This is an optimization exercise on Yosys and OpenROAD, whose aim is small area, not a production implementation. In this exercise RTL edits were held to simulation tests only and were not proved equivalent to the original. Power and IR drop assume default switching activity.

## lane 1
// cu_codec
module cu_codec (
    input  wire        clk,
    input  wire        rst_n,
    input  wire        req_valid,
    output wire        req_ready,
    input  wire [7:0]  req_op,
    input  wire [31:0] req_a,
    input  wire [31:0] req_v,
    input  wire [31:0] req_r,
    input  wire        close,
    output wire        rsp_valid,
    output wire [2:0]  rsp_code,
    output wire [2:0]  rsp_kind,
    output wire [31:0] rsp_fuel,
    output wire [3:0]  rsp_start,
    output wire [3:0]  rsp_mode,
    output wire [7:0]  rsp_pit,
    output wire [3:0]  rsp_display,
    output wire [4:0]  rsp_tm_addr,
    output wire [31:0] rsp_tm_stamp,
    output wire [3:0]  rsp_tm_sector,
    output wire [31:0] rsp_version,
    output wire [15:0] rsp_raw_len,
    output wire [63:0] rsp_raw_head,
    output reg  [15:0] discards,
    output wire        tx_valid,
    input  wire        tx_ready,
    output wire [7:0]  tx_data,
    output wire        tx_last,
    input  wire [1:0]  tx_status,
    input  wire        rx_valid,
    output wire        rx_ready,
    input  wire [7:0]  rx_data,
    input  wire        rx_last,
    input  wire        rx_timeout,
    input  wire        rx_ioerr,
    output reg         diag_valid,
    output wire [7:0]  diag_byte
);
    localparam [2:0] C_WW = 3'd0, C_LAP = 3'd1, C_IGN = 3'd2, C_RST = 3'd3,
                     C_VER = 3'd4, C_REQ = 3'd5, C_BTN = 3'd6;
  ...
Size in the first run: ~870 cells after synthesis, about 370 I/O pins.
Settings: LEC_CHECK=0, CAP_MARGIN=20, CORE_MARGIN=2, CORE_UTILIZATION=40, PLACE_DENSITY=0.6, SLEW_MARGIN=20; clock period 12.0 ns.
run.sh (not shown) runs the stock make flow with config.mk's settings and CLKGATE_MAP_FILE= SYNTH_SCRIPT=/design/flow/synth_recipe.tcl, a recipe that flattens the netlist after the stock synthesis.
Lane 1 reached the end of the flow, and the finished layout is clean on the timing, design-rule and antenna checks.
Input-level comparison between lane 2 and lane 1:
==> flow/flow/run.sh (new file) <==
#!/bin/bash
# Standard layout, with the smallest buffer on each port and no CTS dummy loads.
set -euo pipefail
export BUFFER_PORTS_ARGS="-buffer_cell sky130_fd_sc_hd__buf_1"
export CTS_ARGS="-sink_clustering_enable -repair_clock_nets -dont_use_dummy_load"
bash standard.sh > flow.log 2>&1
==> flow/standard.sh (new file) <==
#!/bin/bash
# synth_recipe.tcl (not shown) runs the flow's synth.tcl, then flattens the netlist and writes it again
# the make line also repeats each setting of config.mk as NAME=value (left out here)
make -C /OpenROAD-flow-scripts/flow DESIGN_CONFIG=/design/flow/config.mk WORK_HOME=/design/flow/orfs CLKGATE_MAP_FILE= SYNTH_SCRIPT=/design/flow/synth_recipe.tcl "${@:-finish}"
removed: flow/run.sh
[summary]
- Per the comparison of lane 2 with lane 1, met2 layer usage reported by global route shrank by 4.4 points; final wirelength went down; fmax has increased; clock net sink count level.
- Most common cell after layout, fill and taps aside = clkdlybuf4s50_1: lane 1; most common cell after layout, fill and taps aside = buf_1: lane 2
- The largest cell class by area comes out non-clock buffers in one run and multi-input gates in the other, namely in lane 1 and lane 2 respectively.
- Both conditions hold for lane 2: the flow ran to the end and the final layout passed the timing, design-rule and antenna checks.
- Going from lane 1 to lane 2, design internal power shrank by more than 10%.
- In the metrics for lane 1 and lane 2, the one carrying the higher power density over the cells is lane 2.
- Compared with lane 1, lane 2 improves overall via count from detail_route.

* * *

Another version of the RTL of cu_codec (not shown whole).
For scale: about 110 flip-flops, about 370 I/O pins.
clock: 12.0 ns
lec_check: 0
cap_margin: 20
core_margin: 2
core_utilization: 55
place_density: 0.65
slew_margin: 20
standard.sh (not shown) runs the stock make flow with config.mk's settings and CLKGATE_MAP_FILE= SYNTH_SCRIPT=/design/flow/synth_recipe.tcl, a recipe that flattens the netlist after the stock synthesis.
==> flow/flow/run.sh <==
#!/bin/bash
# The standard layout (standard.sh) with three changes:
#  - synthesis maps with an area-oriented ABC script (abc_area_map.script)
#    instead of ORFS's delay-oriented one; registers are untouched;
#  - each port gets the smallest buffer (buf_1) instead of the resizer's pick;
#  - CTS uses clkbuf_8 and inserts no dummy loads.
set -euo pipefail
here=$(pwd)
rm -rf "$here/scripts_local"
cp -r "$FLOW_HOME/scripts" "$here/scripts_local"
cp "$here/flow/abc_area_map.script" "$here/scripts_local/abc_speed.script"
export SCRIPTS_DIR="$here/scripts_local"
export BUFFER_PORTS_ARGS="-buffer_cell sky130_fd_sc_hd__buf_1"
export CTS_ARGS="-sink_clustering_enable -repair_clock_nets -dont_use_dummy_load -buf_list sky130_fd_sc_hd__clkbuf_8"
bash standard.sh > "$here/flow.log" 2>&1
==> flow/flow/abc_area_map.script <==
strash
dch -f
amap
buffer -c
Then changed:
--- a/flow/flow/run.sh
+++ b/flow/flow/run.sh
@@ -1,5 +1,6 @@
 #!/bin/bash
 # The standard layout (standard.sh) with three changes:
-#  - synthesis maps with an area-oriented ABC script (abc_area_map.script)
+#  - synthesis maps with an area-oriented ABC script (abc_area_map.script:
+#    a timed &deepsyn AIG search, then choice-based area mapping)
 #    instead of ORFS's delay-oriented one; registers are untouched;
 #  - each port gets the smallest buffer (buf_1) instead of the resizer's pick;
==> flow/flow/abc_area_map.script (replaced) <==
strash
&get -n
&deepsyn -T 60
&put
dch -f
amap
buffer -c
- CORE_UTILIZATION: 55 -> 62
- PLACE_DENSITY: 0.65 -> 0.72
The changed run aborted during 3_2_place_iop.
Synthesized cell count went down by 5.5%.
Area after synthesis came out lower by 3.7%.
Then changed:
- CORE_UTILIZATION: 62 -> 55
- PLACE_DENSITY: 0.72 -> 0.65
Outcome: With this change the flow passed the timing, design-rule and antenna checks; area after synthesis rises by about 1.8%; synthesized cell count rises by 0.82%.

==> afterwards: timing with drivers on the ports <==
Ports are ideal in the flow. The routed layouts listed here were re-timed in OpenROAD. Step 1 sets driving cells, clkbuf_16 on the clock port and buf_2 on the other inputs (assumed; they add their load-dependent delay and slew). Step 2 times the ports against the registers' clock, not the clock port: input delays grow and output delays shrink by t, the midpoint of the rising clock arrivals with the driver on. Slacks: ideal / step 1 / step 2; pairs: ideal / step 1.
run | t (ns) | setup slack, ns | pins driven straight from the clock port
lane 1 | 0.459 | 6.004 / 5.962 / 6.236 | 1
lane 2 | 0.449 | 6.449 / 6.405 / 6.588 | 1
the first run of note 2 | 0.401 | 5.207 / 5.172 / 5.096 | 1
the third run of note 2 | 0.415 | 5.003 / 4.965 / 5.088 | 1
After both steps setup and hold are still met in every run listed. The setup slack of the first run of note 2, which loses most, moves by -0.035 ns with the drivers and by -0.111 ns with both steps.
